Context: an optimization exercise on an open-source flow, tuned for small area, a short achievable clock period and few clock cycles per item. The choices shown serve that exercise and are no tape-out recipe.
The RTL was checked by simulation tests, not by an equivalence proof against the original design.
Power figures rest on the tool's default switching activity, not on a simulated workload.

File: flow/run.sh
#!/bin/bash
# Standard ORFS layout with two changes: synthesis leaves out Yosys's
# full/half-adder extraction (ADDER_MAP_FILE empty), so ABC maps the adders
# with the rest of the logic; and the port buffers are the smallest buffer
# (sky130_fd_sc_hd__buf_1) instead of the cell buffer_ports picks by itself.
set -euo pipefail
cd "$(dirname "$0")/.."
bash standard.sh 'ADDER_MAP_FILE=' 'BUFFER_PORTS_ARGS=-buffer_cell sky130_fd_sc_hd__buf_1' finish > make_finish.log 2>&1
File: standard.sh
#!/bin/bash
# synth_recipe.tcl (not shown) runs the flow's synth.tcl, then flattens the netlist and writes it again
# the make line also repeats each setting of config.mk as NAME=value (left out here)
make -C /OpenROAD-flow-scripts/flow DESIGN_CONFIG=/design/flow/config.mk WORK_HOME=/design/flow/orfs CLKGATE_MAP_FILE= SYNTH_SCRIPT=/design/flow/synth_recipe.tcl "${@:-finish}"
File: config.mk
export PLATFORM = sky130hd
export DESIGN_NAME = feistel_cbc
export DESIGN_NICKNAME = feistel_cbc
export VERILOG_FILES = /design/flow/design.v
export SDC_FILE = /design/flow/constraint.sdc
export NUM_CORES = 4
export LEC_CHECK = 0
export CAP_MARGIN = 20
export CORE_MARGIN = 2
export CORE_UTILIZATION = 40
export SETUP_SLACK_MARGIN = 4.0
export SLEW_MARGIN = 20
export SYNTH_HIERARCHICAL = 1
export SYNTH_MINIMUM_KEEP_SIZE = 0
export TNS_END_PERCENT = 10
File: constraint.sdc
create_clock -name core_clock -period 7.0 [get_ports {clk}]
set_input_delay 1.4000 -clock core_clock [delete_from_list [all_inputs] [get_ports {clk}]]
set_output_delay 1.4000 -clock core_clock [all_outputs]
set_load 0.01 [all_outputs]
File: design.v
module feistel_cbc (
    input              clk,
    input              rst,
    input              start,
    input      [3:0]   op,
    input      [2:0]   kidx,
    input      [255:0] din,
    output             ready,
    output reg         done,
    output reg         err,
    output     [63:0]  blk,
    output     [63:0]  chain
);
    localparam OP_KEYLD   = 4'd0;
    localparam OP_BLKLD   = 4'd1;
    localparam OP_CHAINLD = 4'd2;
    localparam OP_BENC    = 4'd3;
    localparam OP_BDEC    = 4'd4;
    localparam OP_CBCENC  = 4'd5;
    localparam OP_CBCDEC  = 4'd6;
    localparam OP_FROUND  = 4'd7;
    localparam OP_FSWAP   = 4'd8;
    reg        idle;      
    reg        fr_q;      
    reg        dec_q;     
    reg        cenc_q;    
    reg        cdec_q;    
    reg [4:0]  rnd;       
    reg [31:0] key [0:7];
    reg [31:0] ka;        
    reg [63:0] blk_q;
    reg [63:0] chain_q;
    reg [63:0] save;      
    wire busy = ~idle;
    assign ready = idle;
    assign blk   = blk_q;
    assign chain = chain_q;
    wire is_dec  = (op == OP_BDEC) || (op == OP_CBCDEC);
    wire spec    = (op == OP_BENC) || is_dec;      
    wire acc_op  = ~rst & idle & start;
    wire op_kld  = acc_op & (op == OP_KEYLD);
    wire op_bld  = acc_op & (op == OP_BLKLD);
    wire op_cld  = acc_op & (op == OP_CHAINLD);
    wire op_spec = acc_op & spec;
    wire op_cenc = acc_op & (op == OP_CBCENC);
    wire op_swap = acc_op & (op == OP_FSWAP);
    wire [4:0] rnd_i  = rnd + 5'd1;
    wire       rev_i  = dec_q ? (rnd_i >= 5'd8) : (rnd_i >= 5'd24);
    wire [2:0] sel_b  = fr_q ? (rnd[3] ? 3'd0 : rnd[2:0]) : (rnd_i[2:0] ^ {3{rev_i}});
    wire [7:0]  sel_h = 8'd1 << sel_b;                
    wire [31:0] k_b;
    key_pick kp (.k0(key[0]), .k1(key[1]), .k2(key[2]), .k3(key[3]),
                 .k4(key[4]), .k5(key[5]), .k6(key[6]), .k7(key[7]), .sel(sel_h), .k(k_b));
    wire        last   = (rnd == 5'd31);
    wire        fin    = busy & ~fr_q & last;         
    wire        fr_go  = busy & fr_q & rnd[3];        
    wire [31:0] l_in   = blk_q[63:32] ^ (chain_q[63:32] & {32{fin & cdec_q}});
    wire [31:0] f_r;                                  
    feistel_f rf (.l(l_in), .r(blk_q[31:0]), .k(ka), .o(f_r));
    wire        rnd_go = op_spec | (busy & ~fr_q & ~last) | fr_go;
    wire        bsel_lo = ~rst & rnd_go;
    wire        bsel_hi = ~rst & fin;
    reg  [31:0] blo_o, bhi_o;
    always @* begin
        blo_o = blk_q[31:0];
        bhi_o = blk_q[63:32];
        if (rst) begin
            blo_o = 32'd0;
            bhi_o = 32'd0;
        end else if (op_bld) begin
            blo_o = din[31:0];
            bhi_o = din[63:32];
        end else if (op_cenc) begin
            blo_o = blk_q[31:0]  ^ chain_q[31:0];
            bhi_o = blk_q[63:32] ^ chain_q[63:32];
        end else if (op_swap) begin
            blo_o = blk_q[63:32];
            bhi_o = blk_q[31:0];
        end else if (fin) begin
            blo_o = blk_q[31:0] ^ (chain_q[31:0] & {32{cdec_q}});
        end else if (rnd_go) begin
            bhi_o = blk_q[31:0];
        end
    end
    wire        csel_hi = ~rst & fin & cenc_q;
    reg  [31:0] clo_o, chi_o;
    always @* begin
        clo_o = chain_q[31:0];
        chi_o = chain_q[63:32];
        if (rst) begin
            clo_o = 32'd0;
            chi_o = 32'd0;
        end else if (op_cld) begin
            clo_o = din[31:0];
            chi_o = din[63:32];
        end else if (fin && cenc_q) begin
            clo_o = blk_q[31:0];
        end else if (fin && cdec_q) begin
            clo_o = save[31:0];
            chi_o = save[63:32];
        end
    end
    wire [31:0] blo_n, bhi_n, chi_n;
    rnd_pick pb_lo (.sel(bsel_lo), .a(f_r), .b(blo_o), .y(blo_n));
    rnd_pick pb_hi (.sel(bsel_hi), .a(f_r), .b(bhi_o), .y(bhi_n));
    rnd_pick pc_hi (.sel(csel_hi), .a(f_r), .b(chi_o), .y(chi_n));
    integer j;
    always @(posedge clk) begin
        blk_q   <= {bhi_n, blo_n};
        chain_q <= {chi_n, clo_o};
        if (op_spec)
            save <= blk_q;
        if (rst)
            ka <= 32'd0;
        else if (busy)
            ka <= k_b;
        else if (op_kld)
            ka <= din[255:224];       
        else if (op_spec)
            ka <= key[1];
        else
            ka <= key[0];
        if (rst) begin
            idle <= 1'b1;
            done <= 1'b0;
            err  <= 1'b0;
            for (j = 0; j < 8; j = j + 1)
                key[j] <= 32'd0;
        end else if (idle) begin
            done <= 1'b0;
            if (start) begin
                err    <= 1'b0;
                fr_q   <= (op == OP_FROUND);
                dec_q  <= is_dec;
                cenc_q <= (op == OP_CBCENC);
                cdec_q <= (op == OP_CBCDEC);
                rnd    <= (op == OP_FROUND) ? {2'b00, kidx} : {4'd0, spec};
                case (op)
                    OP_KEYLD: begin
                        for (j = 0; j < 8; j = j + 1)
                            key[j] <= din[255 - 32*j -: 32];
                        done <= 1'b1;
                    end
                    OP_BLKLD, OP_CHAINLD, OP_FSWAP:
                        done <= 1'b1;
                    OP_BENC, OP_BDEC, OP_CBCENC, OP_CBCDEC, OP_FROUND:
                        idle <= 1'b0;
                    default: begin
                        err  <= 1'b1;
                        done <= 1'b1;
                    end
                endcase
            end
        end else if (fr_q) begin
            rnd[3] <= 1'b1;
            if (rnd[3]) begin
                idle <= 1'b1;
                done <= 1'b1;
            end
        end else begin
            rnd <= rnd_i;
            if (last) begin
                idle <= 1'b1;
                done <= 1'b1;
            end
        end
    end
endmodule
module feistel_f (
    input  [31:0] l,
    input  [31:0] r,
    input  [31:0] k,
    output [31:0] o
);
    wire [31:0] s, u0, u1, u;
    wire [7:0]  g, p, c;
    f_nib_add a0 (.r(r[3:0]), .k(k[3:0]), .s(s[3:0]), .g(g[0]), .p(p[0]));
    f_sbox #(.ROW(64'hC462A5B9E8D703F1)) b0 (.v(s[3:0]), .o0(u0[3:0]), .o1(u1[3:0]));
    f_nib_add a1 (.r(r[7:4]), .k(k[7:4]), .s(s[7:4]), .g(g[1]), .p(p[1]));
    f_sbox #(.ROW(64'h68239A5C1E47BD0F)) b1 (.v(s[7:4]), .o0(u0[7:4]), .o1(u1[7:4]));
    f_nib_add a2 (.r(r[11:8]), .k(k[11:8]), .s(s[11:8]), .g(g[2]), .p(p[2]));
    f_sbox #(.ROW(64'hB3582FADE174C960)) b2 (.v(s[11:8]), .o0(u0[11:8]), .o1(u1[11:8]));
    f_nib_add a3 (.r(r[15:12]), .k(k[15:12]), .s(s[15:12]), .g(g[3]), .p(p[3]));
    f_sbox #(.ROW(64'hC821D4F670A53E9B)) b3 (.v(s[15:12]), .o0(u0[15:12]), .o1(u1[15:12]));
    f_nib_add a4 (.r(r[19:16]), .k(k[19:16]), .s(s[19:16]), .g(g[4]), .p(p[4]));
    f_sbox #(.ROW(64'h7F5A816D093EB42C)) b4 (.v(s[19:16]), .o0(u0[19:16]), .o1(u1[19:16]));
    f_nib_add a5 (.r(r[23:20]), .k(k[23:20]), .s(s[23:20]), .g(g[5]), .p(p[5]));
    f_sbox #(.ROW(64'h5DF692CAB78143E0)) b5 (.v(s[23:20]), .o0(u0[23:20]), .o1(u1[23:20]));
    f_nib_add a6 (.r(r[27:24]), .k(k[27:24]), .s(s[27:24]), .g(g[6]), .p(p[6]));
    f_sbox #(.ROW(64'h8E25691CF4B0DA37)) b6 (.v(s[27:24]), .o0(u0[27:24]), .o1(u1[27:24]));
    f_nib_add a7 (.r(r[31:28]), .k(k[31:28]), .s(s[31:28]), .g(g[7]), .p(p[7]));
    f_sbox #(.ROW(64'h17ED05834FA69CB2)) b7 (.v(s[31:28]), .o0(u0[31:28]), .o1(u1[31:28]));
    f_carry cy (.g(g), .p(p), .c(c));
    genvar i;
    generate
        for (i = 0; i < 8; i = i + 1) begin : pick
            assign u[4*i +: 4] = c[i] ? u1[4*i +: 4] : u0[4*i +: 4];
        end
    endgenerate
    assign o = l ^ {u[20:0], u[31:21]};    
endmodule
module f_nib_add (
    input  [3:0] r,
    input  [3:0] k,
    output [3:0] s,
    output       g,
    output       p
);
    wire [3:0] pp = r ^ k;
    wire [3:0] gg = r & k;
    wire c1 = gg[0];
    wire c2 = gg[1] | pp[1] & gg[0];
    wire c3 = gg[2] | pp[2] & gg[1] | pp[2] & pp[1] & gg[0];
    assign g = gg[3] | pp[3] & gg[2] | pp[3] & pp[2] & gg[1] | pp[3] & pp[2] & pp[1] & gg[0];
    assign p = &pp;
    assign s = pp ^ {c3, c2, c1, 1'b0};
endmodule
module f_carry (
    input  [7:0] g,
    input  [7:0] p,
    output [7:0] c
);
    wire g30 = g[3] | p[3] & g[2] | p[3] & p[2] & g[1] | p[3] & p[2] & p[1] & g[0];
    assign c[0] = 1'b0;
    assign c[1] = g[0];
    assign c[2] = g[1] | p[1] & g[0];
    assign c[3] = g[2] | p[2] & g[1] | p[2] & p[1] & g[0];
    assign c[4] = g30;
    assign c[5] = g[4] | p[4] & g30;
    assign c[6] = g[5] | p[5] & g[4] | p[5] & p[4] & g30;
    assign c[7] = g[6] | p[6] & g[5] | p[6] & p[5] & g[4] | p[6] & p[5] & p[4] & g30;
endmodule
module f_sbox #(
    parameter [63:0] ROW = 64'h0
) (
    input      [3:0] v,
    output reg [3:0] o0,
    output reg [3:0] o1
);
    always @* begin
        case (v)
            4'd0: begin o0 = ROW[63:60]; o1 = ROW[59:56]; end
            4'd1: begin o0 = ROW[59:56]; o1 = ROW[55:52]; end
            4'd2: begin o0 = ROW[55:52]; o1 = ROW[51:48]; end
            4'd3: begin o0 = ROW[51:48]; o1 = ROW[47:44]; end
            4'd4: begin o0 = ROW[47:44]; o1 = ROW[43:40]; end
            4'd5: begin o0 = ROW[43:40]; o1 = ROW[39:36]; end
            4'd6: begin o0 = ROW[39:36]; o1 = ROW[35:32]; end
            4'd7: begin o0 = ROW[35:32]; o1 = ROW[31:28]; end
            4'd8: begin o0 = ROW[31:28]; o1 = ROW[27:24]; end
            4'd9: begin o0 = ROW[27:24]; o1 = ROW[23:20]; end
            4'd10: begin o0 = ROW[23:20]; o1 = ROW[19:16]; end
            4'd11: begin o0 = ROW[19:16]; o1 = ROW[15:12]; end
            4'd12: begin o0 = ROW[15:12]; o1 = ROW[11:8]; end
            4'd13: begin o0 = ROW[11:8]; o1 = ROW[7:4]; end
            4'd14: begin o0 = ROW[7:4]; o1 = ROW[3:0]; end
            4'd15: begin o0 = ROW[3:0]; o1 = ROW[63:60]; end
            default: begin o0 = 4'd0; o1 = 4'd0; end
        endcase
    end
endmodule
module rnd_pick (
    input         sel,
    input  [31:0] a,
    input  [31:0] b,
    output [31:0] y
);
    assign y = sel ? a : b;
endmodule
module key_pick (
    input  [31:0] k0, k1, k2, k3, k4, k5, k6, k7,
    input  [7:0]  sel,
    output [31:0] k
);
    assign k = ({32{sel[0]}} & k0) | ({32{sel[1]}} & k1) | ({32{sel[2]}} & k2) | ({32{sel[3]}} & k3)
             | ({32{sel[4]}} & k4) | ({32{sel[5]}} & k5) | ({32{sel[6]}} & k6) | ({32{sel[7]}} & k7);
endmodule
==> run_results.csv, run 1 <==
group,metric,value,unit
flow_run,cap_violations,0,
die,die_h,259,um
critical_path,crit_chain,"buf_2, or3_4, or3_4, nor2_1, nor2_4, bufbuf_16, a22o_1",
timing,fin_crit_sh,44.2,%
route,wl_met3,9900,um
critical_path,cpMaxStageDelayCell,"or3_4",
power,ir_drop,0.180,mV
timing,min_period,3.09,ns
power,p_total,0.00932,W
die,dieArea,67100,um^2
timing,max_freq,0.323,GHz
timing,relSlewSlack,23.4,%
die,initial_utilization,40.4,%
grt,antenna_found_initial,8,
die,die_x,259,um
timing,worst_pin_slew,1.15,ns
critical_path,cp-end-kind,"flop",
route,drtIter0Drc,2226,
grt,globalRouteOverflowTotal,0,
grt,grt_max_degree,111,
place,placed_cell_area,27300,um^2
place,port_buffers,396,
timing,report.final.hold_viol_count,0,
clocking,cts_hold_buf,0,
clocking,cts_root_buffer,"clkbuf_16",
place,dp.cells,3654,
place,hpwlAfterDp,65700,um
final_layout,stdcell_count,3803,
critical_path,cp.required,7.51,ns
route,drtAntennaViolNets,0,
clocking,cts_made_buffers,56,
critical_path,crit_top_cell,"or3_4",
route,routed.top_layer,"met5",
die,num_rows,93,
route,wl_met2,44100,um
final_layout,utilization,47.3,%
timing,finalSetupTns,0,ns
clocking,clk_pin_slew,0.06,ns
critical_path,critPathArrivalTime,3.60,ns
critical_path,path_max_fanout,110,
status,outcome,"timing/DRC/antenna clean",
final_layout,seqCellArea,10600,um^2
critical_path,crit_family,"simple AND/OR/NAND/NOR gates",
min_path,min_path_type,"flop to flop",
route,num_vias,23700,
die,core,64300,um^2
route,drcViolationCount,0,
critical_path,path_buf_inv,2,
final_layout,drive_gt1_share,14.9,%
final_layout,multiInputGateArea,14500,um^2
logic_synthesis,yosys_warnings,17,
route,routed_wl,100000,um
route,routedWlPerCell,26.3,um
logic_synthesis,synthesis.area,26000,um^2
critical_path,critical_path.startpoint_type,"input port",
grt,grt_pass1_vias,22300,
power,p_per_area,307,nW/um^2
grt,grt_pass1_wl,145000,um
final_layout,fillers,6079,
route,first_pass_iters,6,
route,wl_met1,42800,um
timing,setup_viol,0,
timing,skew,0.0424,ns
route,routed_via_density,6.22,
final_layout,final_nets,3164,
clocking,clockBufferDepth,3,
logic_synthesis,syn_inst,2609,
place,place.gp.congestion,0.876,
grt,track_usage,28.2,%
logic_synthesis,avgSynthCellArea,9.97,um^2
critical_path,critPathMaxStageDelay,0.47,ns
clocking,clkLatencyLatePin,0.63,ns
final_layout,syn_to_final_growth,17.0,%
critical_path,crit_type,"input port to flop",
final_layout,final_area,30400,um^2
timing,slew_viol_final,0,
die,ios,397,
logic_synthesis,syn_nets,2875,
clocking,cts_tree,"built",
power,p_leak,10.7,nW
clocking,cts_sinks,492,
timing,rsz0062_at_grt,"true",
clocking,htreeDepth,2,
routing by layer:
metal  global-route usage [%]  vias up
li1                         -    10500
met1                     39.6    11600
met2                     43.2     1342
met3                     5.95      196
met4                     9.07        4
met5                        0        -
metrics by stage:
stage	hold WS (ns)	worst slack (ns)
floorplan	0.450	3.88
global placement	0.441	2.62
detailed placement	0.449	2.52
CTS	0.459	3.83
global route	0.487	3.89
finish	0.459	3.91
sequential cells by signal (all words and copies together) (netlist names):
register	cells
save	64
cenc_q	1
idle	1
err	1
dec_q	1
done	1
key	256
blk_q	64
ka	32
fr_q	1
chain_q	64
cdec_q	1
rnd	5
layout make-up:
cell class	count	share of cell area (%)
antenna	5	0.0411
clock buffer	87	5.56
clock inverter	16	0.728
inverter	17	0.263
multi-input combinational	1859	47.6
sequential	492	34.9
tap	855	3.52
timing repair buffer	472	7.40
what timing repair did:
action	CTS	global route
setup buffers	14	20
setup endpoints to repair	473	300
gates cloned	6	1
pin swaps	7	13
gates resized for setup	107	52
final timing paths:
path | end | startpoint | slack [ns] | cells after the start
max | key[6][5] | op[0] | 3.91 | 7
min | err | err | 0.46 | 2
max reg2reg | ka[16] | rnd[4] | 4.00 | 8
min reg2reg | err | err | 0.46 | 2
tightest hold or removal path, cell delays in order (launching register included):
cell and delay, ns:
dfxtp_1 0.31, nand2_1 0.05, a21oi_1 0.05
power breakdown:
| group | internal (W) | total (W) | switching (W) | leakage [nW] |
|---|---|---|---|---|
| registers | 0.00304 | 0.00342 | 0.000384 | 4.08 |
| clock network | 0.00184 | 0.00308 | 0.00124 | 0.943 |
| logic | 0.00119 | 0.00282 | 0.00164 | 5.63 |
cells in the final DEF, fill, tap and decap left out, drive strengths merged, types with 70 or more instances in the layout:
| cell type | n |
|---|---|
| nor2 | 98 |
| a211oi | 73 |
| buf | 467 |
| xnor2 | 109 |
| nand2 | 227 |
| clkbuf | 90 |
| edfxtp | 73 |
| a22o | 265 |
| o21ai | 158 |
| dfxtp | 419 |
| a22oi | 188 |
| a31oi | 70 |
| mux2 | 97 |
Testbench counts, summed over its fixed seeds: cycles 12,832, blocks 384.
==> run 2, diff against run 1 <==
--- a/config.mk
+++ b/config.mk
@@ -9,7 +9,6 @@
 export CORE_MARGIN = 2
 export CORE_UTILIZATION = 40
-export SETUP_SLACK_MARGIN = 4.0
+export SETUP_SLACK_MARGIN = 3.9
 export SLEW_MARGIN = 20
 export SYNTH_HIERARCHICAL = 1
 export SYNTH_MINIMUM_KEEP_SIZE = 0
-export TNS_END_PERCENT = 10
==> run 2 against run 1 <==
  * Still clean
  * Sequential cell count is the same
  * Critical path depth shrank 1
  * Sequential share of layout area is essentially flat
  * Critical path type unchanged
==> run_results.csv, run 2 <==
group,metric,value,unit
clocking,clockBufferDepth,3,
clocking,htreeDepth,2,
route,routedWlPerCell,26.5,um
place,placed_cell_area,27300,um^2
final_layout,fillers,5989,
min_path,hold_depth,2,
die,die_h,259,um
clocking,cts_root_buffer,"clkbuf_16",
grt,grt_pass1_wl,146000,um
final_layout,largest_reg_flops,256,
route,routed_wl,101000,um
timing,worst_pin_slew,1.08,ns
timing,finalSetupTns,0,ns
die,num_rows,93,
grt,grt_pass1_vias,22500,
timing,setup_viol,0,
route,routed_via_density,6.26,
power,p_total,0.00935,W
route,drtAntennaViolNets,0,
final_layout,final_area,30400,um^2
grt,track_usage,28.5,%
clocking,cts_sinks,492,
place,port_buffers,396,
critical_path,crit_path_start,"op[0]",
clocking,clk_pin_slew,0.06,ns
power,swShare,35.1,%
critical_path,crit_type,"input port to flop",
final_layout,syn_to_final_growth,16.9,%
die,initial_utilization,40.4,%
power,p_per_area,307,nW/um^2
power,seqPwrFrac,36.7,%
die,die_x,259,um
timing,rsz0062_at_grt,"true",
die,ios,397,
final_layout,layout_common_cells,"dfxtp_1 (398), buf_1 (391), a22o_1 (257), nand2_1 (227), a22oi_1 (169)",
timing,relSlewSlack,27.7,%
critical_path,critical_path.startpoint_type,"input port",
grt,antenna_found_initial,9,
timing,max_freq,0.319,GHz
critical_path,critPathArrivalTime,3.68,ns
timing,skew,0.0179,ns
critical_path,cp-end-kind,"flop",
clocking,clkLatencyLatePin,0.62,ns
power,p_leak,10.7,nW
critical_path,reg2reg_to,"ka[8]",
route,first_pass_iters,6,
logic_synthesis,syn_inst,2609,
critical_path,crit_end,"key[7][25]",
timing,slew_viol_final,0,
timing,report.final.hold_viol_count,0,
critical_path,path_max_fanout,152,
grt,globalRouteOverflowTotal,0,
final_layout,final_common_cell,"dfxtp_1",
die,core,64300,um^2
power,p_switching,0.00328,W
route,drtIter0Drc,2763,
die,dieArea,67100,um^2
timing,min_period,3.14,ns
power,p_int,0.00607,W
logic_synthesis,yosys_warnings,17,
route,drcViolationCount,0,
logic_synthesis,avgSynthCellArea,9.97,um^2
final_layout,utilization,47.3,%
critical_path,r2r_slack,3.91,ns
final_layout,stdcell_count,3798,
critical_path,rr_startpoint,"rnd[1]",
power,ir_drop,0.173,mV
final_layout,drive_gt1_share,15.0,%
clocking,cts_made_buffers,55,
grt,grt_max_degree,153,
status,outcome,"timing/DRC/antenna clean",
place,place.gp.congestion,0.886,
power,p_clk_share,33.1,%
clocking,cts_tree,"built",
flow_run,cap_violations,0,
min_path,min_path_type,"flop to flop",
power,combPwrFrac,30.2,%
final_layout,final_nets,3161,
final_layout,largest_register,"key",
route,num_vias,23800,
critical_path,r2r_cells,10,
timing,fin_crit_sh,44.8,%
place,dp.cells,3654,
place,hpwlAfterDp,65800,um
logic_synthesis,synthesis.area,26000,um^2
critical_path,cp.required,7.55,ns
logic_synthesis,syn_nets,2875,
-- run 2: timing repair --
item / 4_1_cts / 5_1_grt
cloned: 7 / 1
setup endpoints to repair: 469 / 202
gates resized for setup: 104 / 61
buffers inserted: 10 / 21
hold buffers: 0 / 0
pin swaps: 15 / 11
-- run 2: area by class of cell --
class / instances / area, um^2 / share of cell area [%]
flip-flops and latches: 492 / 10600 / 34.9
clock inverters: 24 / 317 / 1.04
well taps: 855 / 1070 / 3.52
clock buffers: 78 / 1600 / 5.27
multi-input cells: 1860 / 14500 / 47.7
diodes: 3 / 7.51 / 0.0247
inverters: 17 / 80.1 / 0.263
repair buffers: 469 / 2230 / 7.33
-- run 2: power by group through the flow --
stage / Sequential [W] / Combinational [W] / Clock [W]
4_1_cts: 0.00341 / 0.00268 / 0.00314
5_1_grt: 0.00344 / 0.00302 / 0.00324
2_1_floorplan: 0.00333 / 0.00188 / 0
3_5_place_dp: 0.00345 / 0.00251 / 0
3_3_place_gp: 0.00344 / 0.00243 / 0
6_report: 0.00343 / 0.00283 / 0.00309
-- run 2: worst min path at each step --
stage	from	slack, ns	end
2_1_floorplan	key[2][30]	0.45	key[2][30]
3_3_place_gp	err	0.45	err
3_5_place_dp	err	0.46	err
4_1_cts	err	0.47	err
5_1_grt	key[3][11]	0.50	key[3][11]
6_report	err	0.46	err
-- run 2: routing by layer --
layer | track usage, % | part of all wire (%) | up-vias
met5 | 0 | 0.063 | -
met4 | 11.4 | 3.8 | 10
met3 | 6.30 | 9.8 | 230
met2 | 43.3 | 44 | 1326
met1 | 39.3 | 43 | 11700
li1 | - | - | 10500
-- run 2: per-stage QoR --
step                setup WS, ns  hold slack, ns
finish                      3.86           0.463
global placement            2.61           0.451
detailed placement          2.40           0.459
global route                3.85           0.496
CTS                         3.71           0.468
floorplan                   3.88           0.450
-- run 2: worst max-delay path: stages --
cell	delay (ns)
buf_2	0.18
or3_4	0.48
or3_4	0.47
nor3_4	0.22
clkbuf_16	0.46
a22o_1	0.23
==> run 3, diff against run 2 <==
--- a/config.mk
+++ b/config.mk
@@ -9,5 +9,5 @@
 export CORE_MARGIN = 2
 export CORE_UTILIZATION = 40
-export SETUP_SLACK_MARGIN = 3.9
+export SETUP_SLACK_MARGIN = 4.1
 export SLEW_MARGIN = 20
 export SYNTH_HIERARCHICAL = 1
==> run 3 against run 2 <==
  * Worst hold slack improved by 0.021 ns
  * Sequential cell count unchanged
  * Non-clock buffer count increased by 70
  * Fmax increased by 4.6%
  * Critical path type is now flop to flop
==> run_results.csv, run 3 <==
group,metric,value,unit
power,combPwrFrac,31.5,%
route,drcViolationCount,0,
timing,finalSetupTns,0,ns
final_layout,syn_to_final_growth,22.9,%
power,p_int,0.00626,W
place,dp.cells,3651,
final_layout,seqCellArea,10700,um^2
timing,relSlewSlack,25.8,%
logic_synthesis,avgSynthCellArea,9.97,um^2
critical_path,critPathArrivalTime,3.52,ns
grt,track_usage,29.0,%
grt,antenna_found_initial,8,
logic_synthesis,syn_nets,2875,
power,p_per_area,303,nW/um^2
clocking,clkLatencyLatePin,0.65,ns
clocking,clockBufferDepth,3,
clocking,cts_made_buffers,56,
place,port_buffers,396,
timing,setup_viol,0,
timing,min_period,3.00,ns
route,routed_wl,106000,um
die,core,64300,um^2
critical_path,crit_chain,"a222oi_1, nor3_2, maj3_2, a21o_4, nand4_1, nand3_4, a31o_4, mux2i_4, xnor2_1, mux2_4",
route,num_vias,24400,
timing,fin_crit_sh,42.8,%
clocking,cts_root_buffer,"clkbuf_16",
route,routedWlPerCell,27.3,um
timing,slew_viol_final,0,
route,first_pass_iters,7,
logic_synthesis,synthesis.area,26000,um^2
critical_path,critPathMaxStageDelay,0.41,ns
place,placed_cell_area,27400,um^2
final_layout,multiInputGateArea,15000,um^2
critical_path,rr_startpoint,"blk_q[2]",
critical_path,path_buf_inv,0,
place,hpwlAfterDp,65700,um
final_layout,final_nets,3237,
route,drtAntennaViolNets,0,
critical_path,path_max_fanout,11,
final_layout,largest_register,"key",
timing,max_freq,0.334,GHz
timing,skew,0.0428,ns
clocking,cts_sinks,492,
power,p_leak,11.4,nW
clocking,htreeDepth,2,
power,p_switching,0.00343,W
min_path,min-delay-start,"key[3][16]",
die,die_h,259,um
critical_path,crit_family,"compound AO/OA/AOI/OAI gates",
grt,globalRouteOverflowTotal,0,
status,outcome,"timing/DRC/antenna clean",
timing,report.final.hold_viol_count,0,
die,ios,397,
flow_run,cap_violations,0,
final_layout,final_area,32000,um^2
critical_path,cpMaxStageDelayCell,"dfxtp_4",
logic_synthesis,yosys_warnings,17,
die,initial_utilization,40.4,%
timing,rsz0062_at_grt,"true",
die,die_x,259,um
min_path,min_path_type,"flop to flop",
timing,worst_pin_slew,1.11,ns
final_layout,fillers,5861,
die,num_rows,93,
route,drtIter0Drc,3035,
power,seqPwrFrac,35.5,%
critical_path,crit_type,"flop to flop",
clocking,cts_tree,"built",
grt,grt_pass1_vias,22700,
final_layout,stdcell_count,3874,
critical_path,critical_path.startpoint_type,"flop",
power,p_total,0.00969,W
grt,grt_max_degree,67,
power,swShare,35.4,%
logic_synthesis,syn_inst,2609,
critical_path,cp-end-kind,"flop",
critical_path,cp.required,7.53,ns
clocking,clk_pin_slew,0.07,ns
power,ir_drop,0.203,mV
final_layout,layout_common_cells,"buf_1 (390), dfxtp_1 (385), a22o_1 (257), nand2_1 (225), a22oi_1 (162)",
final_layout,final_common_cell,"buf_1",
grt,grt_pass1_wl,148000,um
final_layout,largest_reg_flops,256,
place,place.gp.congestion,0.891,
power,p_clk_share,32.9,%
timing,whs,0.484,ns
final_layout,drive_gt1_share,19.6,%
critical_path,crit_path_start,"blk_q[2]",
clocking,cts_hold_buf,0,
route,routed_via_density,6.29,
die,dieArea,67100,um^2
[run 3: cell type report]
class / instances / area share (%)
inverters: 17 / 0.255
diodes: 2 / 0.0157
clock buffers: 80 / 5.41
clock inverters: 24 / 0.881
well taps: 855 / 3.35
flip-flops and latches: 492 / 33.3
multi-input cells: 1865 / 46.9
repair buffers: 539 / 9.82
[run 3: worst paths after layout]
check	slack, ns	endpoint	cells after the start
setup / recovery	4.00	blk_q[10]	10
hold / removal	0.48	key[3][16]	1
setup reg to reg	4.00	blk_q[10]	10
hold reg to reg	0.48	key[3][16]	1
[run 3: power by group through the flow]
stage	clock network (W)	logic (W)	registers, W
finish	0.00319	0.00306	0.00344
global route	0.00333	0.00322	0.00345
CTS	0.00322	0.00281	0.00341
detailed placement	0	0.00252	0.00346
global placement	0	0.00243	0.00344
floorplan	0	0.00190	0.00334
[run 3: routing by layer]
| layer | vias to the layer above | track usage, % | part of all wire, % |
|---|---|---|---|
| li1 | 10600 | - | - |
| met1 | 12000 | 39.9 | 41 |
| met5 | - | 0 | 0.061 |
| met3 | 282 | 5.96 | 11 |
| met4 | 10 | 11.0 | 4.3 |
| met2 | 1464 | 44.7 | 44 |
[run 3: stage by stage]
stage / worst slack, ns / utilization (%)
final: 4.00 / 49.7
after global routing: 3.98 / 49.7
after CTS: 4.05 / 48.0
after detailed placement: 2.18 / 42.7
after global placement: 2.18 / 42.7
after floorplan: 3.88 / -
[run 3: repair_timing]
action / in CTS / in global routing
endpoints found under the hold margin: 0 / 0
buffers inserted: 39 / 55
setup endpoints to repair: 499 / 380
gates cloned: 11 / 12
pin swaps: 23 / 28
gates resized for setup: 193 / 92
==> run 4, diff against run 3 <==
--- a/config.mk
+++ b/config.mk
@@ -9,5 +9,5 @@
 export CORE_MARGIN = 2
 export CORE_UTILIZATION = 40
-export SETUP_SLACK_MARGIN = 4.1
+export SETUP_SLACK_MARGIN = 4.0
 export SLEW_MARGIN = 20
 export SYNTH_HIERARCHICAL = 1
==> run 4 against run 3 <==
  * Clock power is 7.2% lower
  * Register-to-register slack better by 0.06 ns
  * Clock-buffer cell count is 1 lower
  * Synthesized cell count stayed put
  * Fmax is 0.68% higher
  * Cell area is 3.9% lower
  * Highest routed layer unchanged
  * Combinational power is 7.8% lower
  * Largest power group unchanged
==> run_results.csv, run 4 <==
group,metric,value,unit
clocking,htreeDepth,2,
critical_path,critPathArrivalTime,3.49,ns
grt,globalRouteOverflowTotal,0,
clocking,cts_root_buffer,"clkbuf_16",
route,routed_wl,101000,um
critical_path,r2r_slack,4.06,ns
grt,grt_pass1_wl,145000,um
final_layout,drive_gt1_share,15.9,%
final_layout,largest_register,"key",
route,num_vias,23700,
place,hpwlAfterDp,65000,um
route,routedWlPerCell,26.3,um
clocking,cts_hold_buf,0,
critical_path,rr_startpoint,"blk_q[20]",
logic_synthesis,yosys_warnings,17,
critical_path,reg2reg_to,"blk_q[33]",
place,port_buffers,396,
clocking,clockBufferDepth,3,
timing,fin_crit_sh,42.5,%
status,outcome,"timing/DRC/antenna clean",
die,die_h,259,um
final_layout,fillers,5988,
die,core,64300,um^2
timing,setup_viol,0,
route,drtAntennaViolNets,0,
timing,worst_pin_slew,1.06,ns
grt,grt_pass1_vias,22500,
timing,rsz0062_at_grt,"true",
clocking,cts_tree,"built",
final_layout,layout_common_cells,"dfxtp_1 (397), buf_1 (391), a22o_1 (257), nand2_1 (227), a22oi_1 (168)",
power,p_per_area,300,nW/um^2
timing,relSlewSlack,29.0,%
critical_path,r2r_cells,9,
timing,slew_viol_final,0,
die,die_x,259,um
die,initial_utilization,40.4,%
critical_path,crit_chain,"clkbuf_16, nand3b_4, or4_1, buf_4, nand2b_4, buf_6, o21ai_0, mux2_4",
critical_path,path_max_fanout,27,
clocking,cts_sinks,492,
grt,grt_max_degree,101,
final_layout,stdcell_count,3827,
clocking,clkLatencyLatePin,0.63,ns
logic_synthesis,syn_nets,2875,
die,dieArea,67100,um^2
timing,finalSetupTns,0,ns
clocking,cts_made_buffers,56,
final_layout,largest_reg_flops,256,
power,p_total,0.00921,W
final_layout,syn_to_final_growth,18.1,%
critical_path,path_buf_inv,3,
final_layout,final_area,30700,um^2
critical_path,cp-end-kind,"flop",
logic_synthesis,synthesis.area,26000,um^2
die,ios,397,
timing,max_freq,0.336,GHz
critical_path,cpMaxStageDelayCell,"or4_1",
route,routed_via_density,6.18,
logic_synthesis,avgSynthCellArea,9.97,um^2
final_layout,final_common_cell,"dfxtp_1",
place,placed_cell_area,27300,um^2
timing,min_period,2.98,ns
route,first_pass_iters,6,
die,num_rows,93,
power,p_leak,10.8,nW
route,drtIter0Drc,2252,
min_path,hold_depth,1,
grt,antenna_found_initial,10,
flow_run,cap_violations,0,
route,drcViolationCount,0,
critical_path,critical_path.startpoint_type,"input port",
final_layout,seqCellArea,10600,um^2
power,ir_drop,0.215,mV
critical_path,crit_family,"simple AND/OR/NAND/NOR gates",
timing,report.final.hold_viol_count,0,
timing,skew,0.0296,ns
min_path,min-delay-start,"key[5][9]",
place,dp.cells,3654,
min_path,min_path_type,"flop to flop",
final_layout,final_nets,3189,
place,place.gp.congestion,0.886,
critical_path,cp.required,7.52,ns
critical_path,critPathMaxStageDelay,0.42,ns
clocking,clk_pin_slew,0.06,ns
grt,track_usage,28.3,%
min_path,hold_end,"key[5][9]",
logic_synthesis,syn_inst,2609,
critical_path,crit_type,"input port to flop",
final_layout,multiInputGateArea,14500,um^2
-- run 4: changes by cell type in the layout (fill, tap and decap cells not counted), sizes merged --
cell and delta:
buf -39, clkbuf -5, clkinv +5, inv -4
nand2b -3, bufinv -2, diode +2, and2 -1
and3b +1, clkinvlp +1, nand2 -1, nand3b -1
nor2 +1, xnor2 -1
-- run 4: layer usage --
layer  vias up  GRT usage, %  part of all wire (%)
li1      10500             -                     -
met1     11600          39.2                    42
met2      1289          43.4                    44
met3       211          6.55                    10
met4        12          9.39                   3.2
met5         -             0                 0.073
-- run 4: stage by stage --
stage	util [%]	setup WS [ns]	hold slack, ns
finish	47.7	4.02	0.479
global route	47.7	3.93	0.493
CTS	46.7	3.99	0.482
detailed placement	42.5	2.05	0.469
global placement	42.5	2.09	0.450
floorplan	-	3.88	0.450
-- run 4: worst max-delay path by stage --
| stage | start | to | slack [ns] | cells after the start |
|---|---|---|---|---|
| after CTS | blk_q[0] | blk_q[4] | 3.99 | 10 |
| after global placement | rst | ka[7] | 2.09 | 9 |
| after global routing | dec_q | ka[28] | 3.93 | 9 |
| after detailed placement | rst | ka[1] | 2.05 | 9 |
| final | rst | blk_q[8] | 4.02 | 8 |
| after floorplan | op[3] | blk_q[30] | 3.88 | 8 |
-- run 4: repair_timing --
action / 4_1_cts / 5_1_grt
endpoints found under the hold margin: 0 / 0
endpoints found under the setup margin: 480 / 261
buffers inserted: 16 / 38
pin swaps: 12 / 21
resized for setup: 129 / 61
gates cloned: 9 / 3
-- run 4: cell type report --
| type | count | share of cell area (%) |
|---|---|---|
| Sequential cell | 492 | 34.6 |
| Timing Repair Buffer | 496 | 8.28 |
| Multi-Input combinational cell | 1860 | 47.3 |
| Inverter | 17 | 0.293 |
| Clock buffer | 79 | 5.28 |
| Tap cell | 855 | 3.48 |
| Antenna cell | 4 | 0.0326 |
| Clock inverter | 24 | 0.697 |
-- run 4: worst reg2reg max path, stage by stage, from the launching register on --
cell,delay (ns)
dfxtp_2,0.42
a222oi_1,0.45
nor3_2,0.15
xnor2_4,0.39
and2b_1,0.25
nand2_1,0.08
a32o_1,0.27
mux2i_2,0.34
xnor2_1,0.21
mux2_4,0.30
-- run 4: power breakdown --
part / switching (W) / leakage (nW) / internal [W]
Clock: 0.00124 / 0.903 / 0.00172
Sequential: 0.000391 / 4.08 / 0.00304
Combinational: 0.00162 / 5.83 / 0.00120
Total: 0.00325 / 10.8 / 0.00596
==> run 5, diff against run 4 <==
--- a/design.v
+++ b/design.v
@@ -176,5 +176,6 @@
     wire [7:0]  g, p, c;
     f_nib_add a0 (.r(r[3:0]), .k(k[3:0]), .s(s[3:0]), .g(g[0]), .p(p[0]));
-    f_sbox #(.ROW(64'hC462A5B9E8D703F1)) b0 (.v(s[3:0]), .o0(u0[3:0]), .o1(u1[3:0]));
+    f_sbox1 #(.ROW(64'hC462A5B9E8D703F1)) b0 (.v(s[3:0]), .o0(u0[3:0]));    
+    assign u1[3:0] = u0[3:0];
     f_nib_add a1 (.r(r[7:4]), .k(k[7:4]), .s(s[7:4]), .g(g[1]), .p(p[1]));
     f_sbox #(.ROW(64'h68239A5C1E47BD0F)) b1 (.v(s[7:4]), .o0(u0[7:4]), .o1(u1[7:4]));
@@ -189,5 +190,7 @@
     f_nib_add a6 (.r(r[27:24]), .k(k[27:24]), .s(s[27:24]), .g(g[6]), .p(p[6]));
     f_sbox #(.ROW(64'h8E25691CF4B0DA37)) b6 (.v(s[27:24]), .o0(u0[27:24]), .o1(u1[27:24]));
-    f_nib_add a7 (.r(r[31:28]), .k(k[31:28]), .s(s[31:28]), .g(g[7]), .p(p[7]));
+    f_nib_sum a7 (.r(r[31:28]), .k(k[31:28]), .s(s[31:28]));            
+    assign g[7] = 1'b0;
+    assign p[7] = 1'b0;
     f_sbox #(.ROW(64'h17ED05834FA69CB2)) b7 (.v(s[31:28]), .o0(u0[31:28]), .o1(u1[31:28]));
     f_carry cy (.g(g), .p(p), .c(c));
@@ -216,4 +219,16 @@
     assign s = pp ^ {c3, c2, c1, 1'b0};
 endmodule
+module f_nib_sum (
+    input  [3:0] r,
+    input  [3:0] k,
+    output [3:0] s
+);
+    wire [3:0] pp = r ^ k;
+    wire [3:0] gg = r & k;
+    wire c1 = gg[0];
+    wire c2 = gg[1] | pp[1] & gg[0];
+    wire c3 = gg[2] | pp[2] & gg[1] | pp[2] & pp[1] & gg[0];
+    assign s = pp ^ {c3, c2, c1, 1'b0};
+endmodule
 module f_carry (
     input  [7:0] g,
@@ -230,4 +245,32 @@
     assign c[6] = g[5] | p[5] & g[4] | p[5] & p[4] & g30;
     assign c[7] = g[6] | p[6] & g[5] | p[6] & p[5] & g[4] | p[6] & p[5] & p[4] & g30;
+endmodule
+module f_sbox1 #(
+    parameter [63:0] ROW = 64'h0
+) (
+    input      [3:0] v,
+    output reg [3:0] o0
+);
+    always @* begin
+        case (v)
+            4'd0: o0 = ROW[63:60];
+            4'd1: o0 = ROW[59:56];
+            4'd2: o0 = ROW[55:52];
+            4'd3: o0 = ROW[51:48];
+            4'd4: o0 = ROW[47:44];
+            4'd5: o0 = ROW[43:40];
+            4'd6: o0 = ROW[39:36];
+            4'd7: o0 = ROW[35:32];
+            4'd8: o0 = ROW[31:28];
+            4'd9: o0 = ROW[27:24];
+            4'd10: o0 = ROW[23:20];
+            4'd11: o0 = ROW[19:16];
+            4'd12: o0 = ROW[15:12];
+            4'd13: o0 = ROW[11:8];
+            4'd14: o0 = ROW[7:4];
+            4'd15: o0 = ROW[3:0];
+            default: o0 = 4'd0;
+        endcase
+    end
 endmodule
 module f_sbox #(
==> run 5 against run 4 <==
  * Setup slack got worse by 0.091 ns
  * Sequential share of layout area barely moved
  * Largest power group unchanged
  * Still clean on timing, DRC and antenna
  * Utilization rose by 0.22 points
  * Clock power barely moved
  * Critical endpoint is now key[5][26]
  * Largest cell class unchanged
  * Global-route usage rose by 0.53 points
  * Synthesized cell count fell by 1.0%
==> run_results.csv, run 5 <==
group,metric,value,unit
clocking,cts_sinks,492,
grt,grt_pass1_vias,22200,
min_path,min-delay-start,"key[4][12]",
logic_synthesis,yosys_warnings,17,
critical_path,path_max_fanout,105,
clocking,clk_pin_slew,0.06,ns
timing,fin_crit_sh,43.8,%
final_layout,largest_register,"key",
place,place.gp.congestion,0.877,
final_layout,drive_gt1_share,16.3,%
route,drtAntennaViolNets,0,
route,drtIter0Drc,2490,
timing,slew_viol_final,0,
critical_path,rr_startpoint,"blk_q[7]",
clocking,cts_tree,"built",
timing,worst_pin_slew,1.09,ns
logic_synthesis,synthesis.area,25800,um^2
flow_run,cap_violations,0,
final_layout,final_area,30700,um^2
critical_path,crit_path_start,"op[0]",
place,placed_cell_area,27200,um^2
grt,track_usage,28.9,%
route,routed_via_density,6.25,
final_layout,final_common_cell,"dfxtp_1",
grt,antenna_found_initial,10,
die,dieArea,66600,um^2
die,num_rows,93,
final_layout,final_nets,3165,
route,routedWlPerCell,27.1,um
status,outcome,"timing/DRC/antenna clean",
grt,globalRouteOverflowTotal,0,
clocking,cts_root_buffer,"clkbuf_16",
power,p_leak,10.9,nW
timing,max_freq,0.326,GHz
power,p_per_area,304,nW/um^2
final_layout,layout_common_cells,"dfxtp_1 (392), buf_1 (390), a22o_1 (257), nand2_1 (226), a22oi_1 (173)",
clocking,clockBufferDepth,3,
timing,min_period,3.07,ns
timing,rsz0062_at_grt,"true",
timing,setup_viol,0,
logic_synthesis,syn_inst,2582,
final_layout,largest_reg_flops,256,
route,drcViolationCount,0,
critical_path,critPathArrivalTime,3.56,ns
critical_path,critical_path.startpoint_type,"input port",
place,hpwlAfterDp,65400,um
route,first_pass_iters,6,
die,core,64100,um^2
timing,finalSetupTns,0,ns
clocking,clkLatencyLatePin,0.62,ns
final_layout,syn_to_final_growth,19.0,%
die,die_h,258,um
die,ios,397,
grt,grt_pass1_wl,147000,um
timing,skew,0.0202,ns
logic_synthesis,syn_nets,2848,
critical_path,cp.required,7.49,ns
timing,relSlewSlack,27.3,%
critical_path,cp-end-kind,"flop",
die,die_x,258,um
route,routed_wl,103000,um
logic_synthesis,avgSynthCellArea,10.0,um^2
min_path,min_path_type,"flop to flop",
power,ir_drop,0.160,mV
timing,report.final.hold_viol_count,0,
grt,grt_max_degree,106,
route,num_vias,23800,
clocking,cts_made_buffers,54,
die,initial_utilization,40.3,%
critical_path,crit_type,"input port to flop",
clocking,htreeDepth,2,
place,port_buffers,396,
## run 5: final timing paths
path	to	slack, ns	cells after the start
max	key[5][26]	3.93	7
min	key[4][12]	0.48	1
max reg2reg	blk_q[0]	3.96	9
min reg2reg	key[4][12]	0.48	1
## run 5: power by group
group          switching [W]  internal (W)
sequential          0.000402       0.00304
combinational        0.00170       0.00126
clock                0.00124       0.00171
total                0.00335       0.00600
## run 5: worst max-delay path, cell delays in order
cell	delay [ns]
buf_2	0.19
or3_4	0.49
or3_4	0.48
nor2_4	0.12
nor2_4	0.08
buf_16	0.23
a22o_1	0.37
## run 5: repair_timing
item,4_1_cts,5_1_grt
pin swaps,14,29
hold buffers,0,0
buffers inserted,17,39
resized for setup,133,76
gates cloned,10,4
setup endpoints to repair,481,190
## run 5: layout make-up
cell class              count  area, um^2
fillers                  5906       33400
repair inverters            1        8.76
repair buffers            495        2640
diodes                      3        7.51
clock buffers              73        1520
flip-flops and latches    492       10600
well taps                 855        1070
clock inverters            27         282
multi-input cells        1839       14500
inverters                  16        78.8
## run 5: stage by stage
step	utilization, %	power (W)	hold slack, ns	setup slack, ns	instances
floorplan	-	0.00516	0.450	3.88	2582
global placement	42.3	0.00584	0.451	2.25	3628
detailed placement	42.4	0.00594	0.466	2.15	3628
CTS	46.8	0.00911	0.483	3.85	3755
global route	47.9	0.00968	0.495	3.97	3800
finish	47.9	0.00935	0.479	3.93	3801
## run 5: routing by layer
layer	up-vias	GRT usage, %	wire [um]
met5	-	0	83
met4	12	11.4	4760
met3	275	6.75	10400
met2	1390	44.0	44700
met1	11600	39.4	43000
li1	10500	-	-
Testbench counts of run 5, summed over its fixed seeds: cycles 12,832, blocks 384.

[re-timing with driven ports]
The results above use ideal ports. As a check the final layouts listed here were re-extracted and re-timed, cells and wires unchanged. Step 1 assumes that a clkbuf_16 drives the clock port and a buf_2 every other input. Step 2 adds t to the input delays and takes it off the output delays; t is the mean of the earliest and latest rising clock arrival at the registers after step 1. Input paths then give back, and output paths get back, about the clock's delay inside the block. Three values: ideal ports, drivers, drivers and shift; two values: the first two.
| run | t (ns) | setup slack, ns | worst setup path at the end | worst register clock-pin slew, ns | worst slew at a driven data input, ns |
|---|---|---|---|---|---|
| run 1 | 0.670 | 3.909 / 3.947 / 3.277 | input to register | 0.06 / 0.06 | 0.12 |
| run 2 | 0.674 | 3.865 / 3.907 / 3.233 | input to register | 0.06 / 0.06 | 0.09 |
| run 3 | 0.690 | 4.003 / 4.003 / 3.335 | input to register | 0.07 / 0.07 | 0.24 |
| run 4 | 0.678 | 4.024 / 3.890 / 3.212 | input to register | 0.07 / 0.07 | 0.21 |
| run 5 | 0.673 | 3.933 / 3.846 / 3.173 | input to register | 0.07 / 0.07 | 0.25 |
After both steps setup and hold are still met in every run listed. The setup slack of run 4, which loses most, moves by -0.134 ns with the drivers and by -0.812 ns with both steps.
